From an optimization exercise on the open Yosys and OpenROAD flow, aimed at small area, a short achievable clock period and few clock cycles; shortcuts taken in it are not production practice. At most, simulation tests tie the RTL to the original design; equivalence was not proved. Power and IR drop assume default switching activity.

==> flow/design.v <==
module sdr_frame_rx (
    input  wire        clk,
    input  wire        rst,
    input  wire        in_valid,
    output wire        in_ready,
    input  wire [7:0]  in_data,
    output reg         out_valid,
    output reg  [7:0]  out_type,
    output reg  [7:0]  out_gid,
    output reg  [7:0]  out_sid,
    output reg  [79:0] out_payload,
    output reg         crc_err
);
    localparam integer N     = 30;              
    localparam [31:0]  SYNC  = 32'h1ACFFC1D;
    localparam [31:0]  CRC_PRE = 32'hFF06CBB9;
    function automatic near_sync(input [31:0] w);
        reg [31:0] x;
        reg [15:0] a1, a2;
        reg [7:0]  b1, b2, b3;
        reg [3:0]  c1, c2, c3;
        reg [1:0]  d1, d2, d3;
        integer i;
        begin
            x = w ^ SYNC;
            for (i = 0; i < 16; i = i + 1) begin
                a1[i] = x[2*i] | x[2*i+1];
                a2[i] = x[2*i] & x[2*i+1];
            end
            for (i = 0; i < 8; i = i + 1) begin
                b1[i] = a1[2*i] | a1[2*i+1];
                b2[i] = a2[2*i] | a2[2*i+1] | (a1[2*i] & a1[2*i+1]);
                b3[i] = (a2[2*i] & a1[2*i+1]) | (a1[2*i] & a2[2*i+1]);
            end
            for (i = 0; i < 4; i = i + 1) begin
                c1[i] = b1[2*i] | b1[2*i+1];
                c2[i] = b2[2*i] | b2[2*i+1] | (b1[2*i] & b1[2*i+1]);
                c3[i] = b3[2*i] | b3[2*i+1] | (b2[2*i] & b1[2*i+1]) | (b1[2*i] & b2[2*i+1]);
            end
            for (i = 0; i < 2; i = i + 1) begin
                d1[i] = c1[2*i] | c1[2*i+1];
                d2[i] = c2[2*i] | c2[2*i+1] | (c1[2*i] & c1[2*i+1]);
                d3[i] = c3[2*i] | c3[2*i+1] | (c2[2*i] & c1[2*i+1]) | (c1[2*i] & c2[2*i+1]);
            end
            near_sync = !(d3[0] | d3[1] | (d2[0] & d1[1]) | (d1[0] & d2[1]));
        end
    endfunction
    function automatic [3:0] ham_dec(input [7:0] c);
        reg [2:0] syn;
        reg [3:0] d;
        begin
            syn = {c[6] ^ c[5] ^ c[3], c[6] ^ c[4] ^ c[3], c[5] ^ c[4] ^ c[3]} ^ c[2:0];
            d = c[6:3];
            case (syn)
                3'd6: d[3] = ~d[3];
                3'd5: d[2] = ~d[2];
                3'd3: d[1] = ~d[1];
                3'd7: d[0] = ~d[0];
                default: ;
            endcase
            ham_dec = d;
        end
    endfunction
    function automatic [31:0] crc_step4(input [31:0] r);
        integer i;
        begin
            for (i = 0; i < 4; i = i + 1)
                r = r[0] ? ((r >> 1) ^ 32'hEDB88320) : (r >> 1);
            crc_step4 = r;
        end
    endfunction
    function automatic [7:0] key(input [4:0] j);
        begin
            case (j)
                5'd0:  key = 8'hFE; 5'd1:  key = 8'h3B; 5'd2:  key = 8'h14;
                5'd3:  key = 8'hBE; 5'd4:  key = 8'hA8; 5'd5:  key = 8'h5B;
                5'd6:  key = 8'hCE; 5'd7:  key = 8'h56; 5'd8:  key = 8'h60;
                5'd9:  key = 8'hDA; 5'd10: key = 8'hE8; 5'd11: key = 8'hC8;
                5'd12: key = 8'h81; 5'd13: key = 8'h26; 5'd14: key = 8'h9E;
                5'd15: key = 8'hE1; 5'd16: key = 8'hFC; 5'd17: key = 8'h76;
                5'd18: key = 8'h29; 5'd19: key = 8'h7D; 5'd20: key = 8'h50;
                5'd21: key = 8'hB7; 5'd22: key = 8'h9C; 5'd23: key = 8'hAC;
                5'd24: key = 8'hC1; 5'd25: key = 8'hB5; 5'd26: key = 8'hD1;
                default: key = 8'h00;
            endcase
        end
    endfunction
    reg        rdy_q;                  
    reg        st_v;                   
    reg  [7:0] st_d;
    reg  [7:0] hist [0:N-1];           
    assign in_ready = rdy_q;
    reg        rot;                    
    reg  [4:0] rc;                     
    reg        ract;                   
    reg  [2:0] wv;                     
    reg        wnew;                   
    reg        parse;                  
    reg  [2:0] sh;                     
    reg  [4:0] j;                      
    reg        rec;                    
    reg  [4:0] bd;                     
    reg  [31:0] crc;
    reg        mf;                     
    wire push  = st_v;                         
    wire rstep = rot && !st_v;                 
    wire shift = push || rstep;
    wire rd    = rot ? (rstep && (ract || bd == N - 1)) : push;
    wire [7:0] hin = rot && !st_v ? hist[N-1] : st_d;
    wire [39:0] win = {hist[4], hist[3], hist[2], hist[1], hist[0]};
    reg  [7:0]  hit;
    integer     s;
    always @* begin
        for (s = 0; s < 8; s = s + 1)
            hit[s] = near_sync(win[39-s -: 32]);
    end
    wire any_hit = |hit;
    reg  [2:0] hsh;                    
    always @* begin
        hsh = 3'd0;
        for (s = 7; s >= 0; s = s - 1)
            if (hit[s]) hsh = s[2:0];
    end
    reg        sq;                     
    reg  [4:0] jq;                     
    reg  [7:0] gq;                     
    wire [3:0] d  = ham_dec(gq);
    wire [31:0] crc_in = crc ^ ((!jq[0] && jq <= 5'd22) ? {28'd0, d} : 32'd0);
    wire [31:0] crc_f  = crc_step4(crc_in) ^ ((jq[0] && jq <= 5'd21) ? {24'd0, d, 4'd0} : 32'd0);
    reg  [7:0]  crc_b;
    always @* begin
        case (jq[1:0])
            2'd3:    crc_b = crc_f[31:24];   
            2'd0:    crc_b = crc[23:16];     
            2'd1:    crc_b = crc[15:8];      
            default: crc_b = crc[7:0];       
        endcase
    end
    wire bmatch = (gq == ~crc_b);
    wire lastq  = sq && (jq == 5'd26);
    wire fin_ok = mf && (gq == ~crc[7:0]);
    wire pass   = lastq && fin_ok;
    wire fail   = lastq && !fin_ok;
    wire rewind = fail && rec;
    wire look  = wnew && (wv == 3'd5);
    wire found = look && !parse && any_hit && !pass && !rewind;  
    wire nhit  = parse && look && any_hit;               
    wire step  = wnew && parse || found && hit[0];
    wire [2:0] ush = parse ? sh : 3'd0;
    wire [15:0] pair = {hist[1], hist[0]} << ush;
    wire [7:0]  abyte = (ush == 3'd0) ? hist[0] : pair[15:8];
    wire [4:0]  uj = parse ? j : 5'd0;
    wire last  = step && (uj == 5'd26);
    wire rot_end = rstep && (rc == N - 1);
    integer k;
    always @(posedge clk) begin
        st_d <= in_data;
        if (shift) begin
            hist[0] <= hin;
            for (k = 1; k < N; k = k + 1)
                hist[k] <= hist[k-1];
        end
        gq <= abyte ^ key(uj);
        jq <= uj;
        if (sq) begin
            if (jq <= 5'd2) crc <= CRC_PRE;
            else if (jq <= 5'd23) crc <= crc_f;
            if (jq == 5'd23) mf <= bmatch;
            else mf <= mf & bmatch;
            if (jq == 5'd0) out_type <= gq;
            if (jq == 5'd1) out_gid  <= gq;
            if (jq == 5'd2) out_sid  <= gq;
            if (jq >= 5'd3 && jq <= 5'd22) out_payload <= {out_payload[75:0], d};
        end
        if (found) sh <= hsh;
        if (found) j <= hit[0] ? 5'd1 : 5'd0;
        else if (step) j <= j + 5'd1;
        if (nhit && !rec) bd <= 5'd4 + {4'd0, shift};
        else if (shift) bd <= (bd == N - 1) ? 5'd0 : bd + 5'd1;
        if (rstep) rc <= rc + 5'd1;
        if (rstep && bd == N - 1) ract <= 1'b1;
        if (rst) begin
            rdy_q     <= 1'b0;
            st_v      <= 1'b0;
            rot       <= 1'b0;
            rc        <= 5'd0;
            ract      <= 1'b0;
            wv        <= 3'd0;
            wnew      <= 1'b0;
            parse     <= 1'b0;
            rec       <= 1'b0;
            sq        <= 1'b0;
            out_valid <= 1'b0;
            crc_err   <= 1'b0;
        end else begin
            st_v  <= in_valid && rdy_q;
            rdy_q <= !(rewind || rot && !rot_end) &&
                     !(rec && ({1'b0, bd} + {5'd0, st_v} + {5'd0, rdy_q} >= 6'd28));
            sq    <= step;
            out_valid <= pass;
            crc_err   <= fail;
            wnew <= rd;
            if (rewind) begin
                rot  <= 1'b1;
                rc   <= 5'd0;
                ract <= 1'b0;
                wv   <= 3'd0;
            end else begin
                if (rot_end) rot <= 1'b0;
                if (pass) wv <= {2'd0, sh != 3'd0} + {2'd0, wnew} + {2'd0, rd};
                else if (rd) wv <= (wv == 3'd5) ? 3'd5 : wv + 3'd1;
            end
            if (found) parse <= 1'b1;
            else if (last) parse <= 1'b0;
            if (found || lastq) rec <= 1'b0;
            else if (nhit) rec <= 1'b1;
        end
    end
endmodule
==> flow/config.mk <==
export PLATFORM = sky130hd
export DESIGN_NAME = sdr_frame_rx
export DESIGN_NICKNAME = sdr_frame_rx
export VERILOG_FILES = /design/flow/design.v
export SDC_FILE = /design/flow/constraint.sdc
export NUM_CORES = 4
export LEC_CHECK = 0
export ABC_AREA = 1
export CAP_MARGIN = 20
export CORE_MARGIN = 2
export CORE_UTILIZATION = 40
export SETUP_SLACK_MARGIN = 0.5
export SLEW_MARGIN = 20
==> flow/constraint.sdc <==
create_clock -name core_clock -period 22.0 [get_ports {clk}]
set_input_delay 4.4000 -clock core_clock [delete_from_list [all_inputs] [get_ports {clk}]]
set_output_delay 4.4000 -clock core_clock [all_outputs]
set_load 0.01 [all_outputs]
standard.sh (not shown) runs the stock make flow with config.mk's settings and CLKGATE_MAP_FILE= SYNTH_SCRIPT=/design/flow/synth_recipe.tcl, a recipe that flattens the netlist after the stock synthesis.
==> flow/flow/run.sh <==
#!/bin/bash
set -euo pipefail
export BUFFER_PORTS_ARGS="-buffer_cell sky130_fd_sc_hd__buf_1"
export CTS_ARGS="-sink_clustering_enable -repair_clock_nets -dont_use_dummy_load -sink_clustering_size 25 -sink_clustering_max_diameter 80"
bash standard.sh > standard_flow.log 2>&1
The starting point finished with timing, DRC and antenna clean.
Then changed:
--- a/flow/design.v
+++ b/flow/design.v
@@ -86,8 +86,6 @@
         end
     endfunction
     reg        rdy_q;                  
-    reg        st_v;                   
-    reg  [7:0] st_d;
     reg  [7:0] hist [0:N-1];           
     assign in_ready = rdy_q;
     reg        rot;                    
@@ -102,11 +100,11 @@
     reg  [4:0] bd;                     
     reg  [31:0] crc;
     reg        mf;                     
-    wire push  = st_v;                         
-    wire rstep = rot && !st_v;                 
+    wire push  = in_valid && rdy_q;            
+    wire rstep = rot;                          
     wire shift = push || rstep;
     wire rd    = rot ? (rstep && (ract || bd == N - 1)) : push;
-    wire [7:0] hin = rot && !st_v ? hist[N-1] : st_d;
+    wire [7:0] hin = rot ? hist[N-1] : in_data;
     wire [39:0] win = {hist[4], hist[3], hist[2], hist[1], hist[0]};
     reg  [7:0]  hit;
     integer     s;
@@ -154,7 +152,6 @@
     wire rot_end = rstep && (rc == N - 1);
     integer k;
     always @(posedge clk) begin
-        st_d <= in_data;
         if (shift) begin
             hist[0] <= hin;
             for (k = 1; k < N; k = k + 1)
@@ -176,12 +173,11 @@
         if (found) j <= hit[0] ? 5'd1 : 5'd0;
         else if (step) j <= j + 5'd1;
         if (nhit && !rec) bd <= 5'd4 + {4'd0, shift};
-        else if (shift) bd <= (bd == N - 1) ? 5'd0 : bd + 5'd1;
+        else if (shift) bd <= bd + 5'd1;
         if (rstep) rc <= rc + 5'd1;
         if (rstep && bd == N - 1) ract <= 1'b1;
         if (rst) begin
             rdy_q     <= 1'b0;
-            st_v      <= 1'b0;
             rot       <= 1'b0;
             rc        <= 5'd0;
             ract      <= 1'b0;
@@ -193,9 +189,8 @@
             out_valid <= 1'b0;
             crc_err   <= 1'b0;
         end else begin
-            st_v  <= in_valid && rdy_q;
             rdy_q <= !(rewind || rot && !rot_end) &&
-                     !(rec && ({1'b0, bd} + {5'd0, st_v} + {5'd0, rdy_q} >= 6'd28));
+                     !(rec && ({1'b0, bd} + {5'd0, rdy_q} >= 6'd29));
             sq    <= step;
             out_valid <= pass;
             crc_err   <= fail;
Outcome: The new run finished clean. Final cell count shrinks by 6.8%. Worst hold slack is worse by 0.0070 ns. Worst setup slack is worse by 0.79 ns. Non-clock buffer count shrinks by 3. Design area shrinks by 5.4%.
Function was not checked in any run of this note: the RTL went through the layout flow alone.

* * *

== job 2711 ==
Starts from the design.v that is shown in full above.
==> flow/config.mk <==
export PLATFORM = sky130hd
export DESIGN_NAME = sdr_frame_rx
export DESIGN_NICKNAME = sdr_frame_rx
export VERILOG_FILES = /design/flow/design.v
export SDC_FILE = /design/flow/constraint.sdc
export NUM_CORES = 4
export LEC_CHECK = 0
export ABC_AREA = 1
export CAP_MARGIN = 20
export CORE_MARGIN = 2
export CORE_UTILIZATION = 40
export SETUP_SLACK_MARGIN = 0.5
export SLEW_MARGIN = 20
==> flow/constraint.sdc <==
create_clock -name core_clock -period 22.0 [get_ports {clk}]
set_input_delay 4.4000 -clock core_clock [delete_from_list [all_inputs] [get_ports {clk}]]
set_output_delay 4.4000 -clock core_clock [all_outputs]
set_load 0.01 [all_outputs]
==> flow/flow/run.sh <==
#!/bin/bash
set -euo pipefail
export BUFFER_PORTS_ARGS="-buffer_cell sky130_fd_sc_hd__buf_2"
export CTS_ARGS="-sink_clustering_enable -repair_clock_nets -dont_use_dummy_load -sink_clustering_size 20 -sink_clustering_max_diameter 80"
bash standard.sh > standard_flow.log 2>&1
Input-level comparison between job 6251 and job 2711:
-- flow/design.v --
<<< job 2711, line 177
        else if (step) j <= j + 5'd1;
        if (nhit && !rec) bd <= 5'd4 + {4'd0, shift};
        else if (shift) bd <= (bd == N - 1) ? 5'd0 : bd + 5'd1;
        if (rstep) rc <= rc + 5'd1;
        if (rstep && bd == N - 1) ract <= 1'b1;
>>> job 6251, line 177
        else if (step) j <= j + 5'd1;
        if (nhit && !rec) bd <= 5'd4 + {4'd0, shift};
        else if (shift) bd <= bd + 5'd1;
        if (rstep) rc <= rc + 5'd1;
        if (rstep && bd == N - 1) ract <= 1'b1;
--- outcome ---
- Each of the runs, namely job 2711 and job 6251, reached the end of the flow and came out clean.
- Job 6251 against job 2711: flip-flop and latch count after synthesis comparable, portion of the clock cycle consumed by the worst path in the final layout fell 0.24 points.
- Post-synthesis cell area delta (job 6251 − job 2711): favourable
- Between job 2711 and job 6251, wire length of the first global-routing pass decreased.
- Register-to-register setup slack: job 6251 vs job 2711 down 90 ps
- Job 6251 vs job 2711: post-synthesis net count down in job 6251
- Status: total area of sequential cells parity (job 2711, job 6251)
- Summary of the comparison: combinational share of power is lower in job 6251, relative to job 2711.
- Job 6251 vs job 2711, instance count: job 6251 lower
- Cmp job 2711 and job 6251 / final critical path time including I/O delays and setup / lower: job 6251
Testbench counts of job 6251, summed over its fixed seeds: cycles 22,795.
Function not checked in job 2711: the RTL went through the layout flow alone.

* * *

Another version of the RTL of sdr_frame_rx (not shown whole).
Size: ~2000 cells after synthesis, about 450 flip-flops, about 120 I/O pins, roughly 18000 um^2 of cells after synthesis.
==> flow/config.mk <==
export PLATFORM = sky130hd
export DESIGN_NAME = sdr_frame_rx
export DESIGN_NICKNAME = sdr_frame_rx
export VERILOG_FILES = /design/flow/design.v
export SDC_FILE = /design/flow/constraint.sdc
export NUM_CORES = 4
export LEC_CHECK = 0
export ABC_AREA = 1
export CAP_MARGIN = 20
export CORE_MARGIN = 2
export CORE_UTILIZATION = 40
export SETUP_SLACK_MARGIN = 0.5
export SLEW_MARGIN = 20
==> flow/constraint.sdc <==
create_clock -name core_clock -period 22.0 [get_ports {clk}]
set_input_delay 4.4000 -clock core_clock [delete_from_list [all_inputs] [get_ports {clk}]]
set_output_delay 4.4000 -clock core_clock [all_outputs]
set_load 0.01 [all_outputs]
==> flow/flow/run.sh <==
#!/bin/bash
set -euo pipefail
export BUFFER_PORTS_ARGS="-buffer_cell sky130_fd_sc_hd__buf_1"
export CTS_ARGS="-sink_clustering_enable -repair_clock_nets -dont_use_dummy_load -sink_clustering_size 25 -sink_clustering_max_diameter 80"
bash standard.sh > standard_flow.log 2>&1
Testbench counts at the start, summed over its fixed seeds: cycles 22,798.
==> next run, changes <==
--- a/flow/design.v
+++ b/flow/design.v
@@ -132,17 +132,17 @@
             2'd3:    crc_b = crc_f[31:24];   
             2'd0:    crc_b = crc[23:16];     
             2'd1:    crc_b = crc[15:8];      
             default: crc_b = crc[7:0];       
         endcase
     end
     wire bmatch = (gq == ~crc_b);
     wire lastq  = sq && (jq == 5'd26);
-    wire fin_ok = mf && bmatch;                  
+    wire fin_ok = mf && (gq == ~crc[7:0]);
     wire pass   = lastq && fin_ok;
     wire fail   = lastq && !fin_ok;
     wire rewind = fail && rec;
     wire look  = wnew && (wv == 3'd5);
     wire found = look && !parse && any_hit && !pass && !rewind;  
     wire nhit  = parse && look && any_hit;               
     wire step  = wnew && parse || found && hit[0];
     wire [2:0] ush = parse ? sh : 3'd0;
@@ -175,18 +175,17 @@
         if (sq) begin
             if (jq <= 5'd2) crc <= CRC_PRE;
             else if (jq <= 5'd23) crc <= crc_f;
             if (jq == 5'd23) mf <= bmatch;
             else mf <= mf & bmatch;
             if (jq == 5'd0) out_type <= gq;
             if (jq == 5'd1) out_gid  <= gq;
             if (jq == 5'd2) out_sid  <= gq;
-            for (k = 0; k < 20; k = k + 1)
-                if (jq == k + 3) out_payload[79-4*k -: 4] <= d;
+            if (jq >= 5'd3 && jq <= 5'd22) out_payload <= {out_payload[75:0], d};
         end
         if (found) sh <= hsh;
         if (found) j <= hit[0] ? 5'd1 : 5'd0;
         else if (step) j <= j + 5'd1;
         bd <= bd_n;
         if (rot && bd == 5'd31) ract <= 1'b1;
         if (rst) begin
             rdy_q     <= 1'b0;
=>
- cell area climbs by a few percent
- setup slack degrades by 64 ps
- total power climbs slightly
- sequential share of layout area drops by 2.3 points
- routed wire length climbs by roughly a tenth
- sequential power drops slightly
- cell count climbs by roughly a tenth
- utilization drops by 0.22 points
- via count climbs by roughly a tenth
- hold slack degrades by 7.0 ps
- die area climbs by a few percent
Testbench counts after the change, summed over its fixed seeds: cycles 22,798.

## what the ideal ports hide
No port has a modelled driver above. Below, the same layouts with a new extraction and two added sets of constraints. Step 1 (the two cells are an assumption about what drives the block):
set clk [get_ports {clk}]
set_driving_cell -lib_cell sky130_fd_sc_hd__clkbuf_16 $clk
set_driving_cell -lib_cell sky130_fd_sc_hd__buf_2 [delete_from_list [all_inputs] $clk]
Step 2 adds t to the input delays and takes it off the output delays; t is the mean of the earliest and latest rising clock arrival at the registers after step 1. Input paths then give back, and output paths get back, about the clock's delay inside the block. Slacks: ideal / step 1 / step 2; pairs: ideal / step 1.
run	t (ns)	slack for setup (ns)	worst setup path at the end	slew at the worst register clock pin (ns)	worst slew at a driven data input, ns
the first run of note 1	0.603	16.451 / 16.394 / 16.555	input to register	0.09 / 0.09	0.05
the second run of note 1	0.581	15.659 / 15.676 / 15.095	input to register	0.09 / 0.09	0.04
job 2711	0.609	16.407 / 16.347 / 16.750	input to register	0.08 / 0.08	0.05
job 6251	0.599	16.459 / 16.406 / 16.768	input to register	0.08 / 0.08	0.03
the first run of note 3	0.591	16.478 / 16.421 / 16.584	input to register	0.10 / 0.10	0.05
the second run of note 3	0.593	16.414 / 16.358 / 16.903	input to register	0.09 / 0.09	0.05
After both steps setup and hold are still met in every run listed. For the second run of note 1, which loses most, drivers alone change the setup slack by +0.017 ns; drivers and shift together by -0.564 ns.
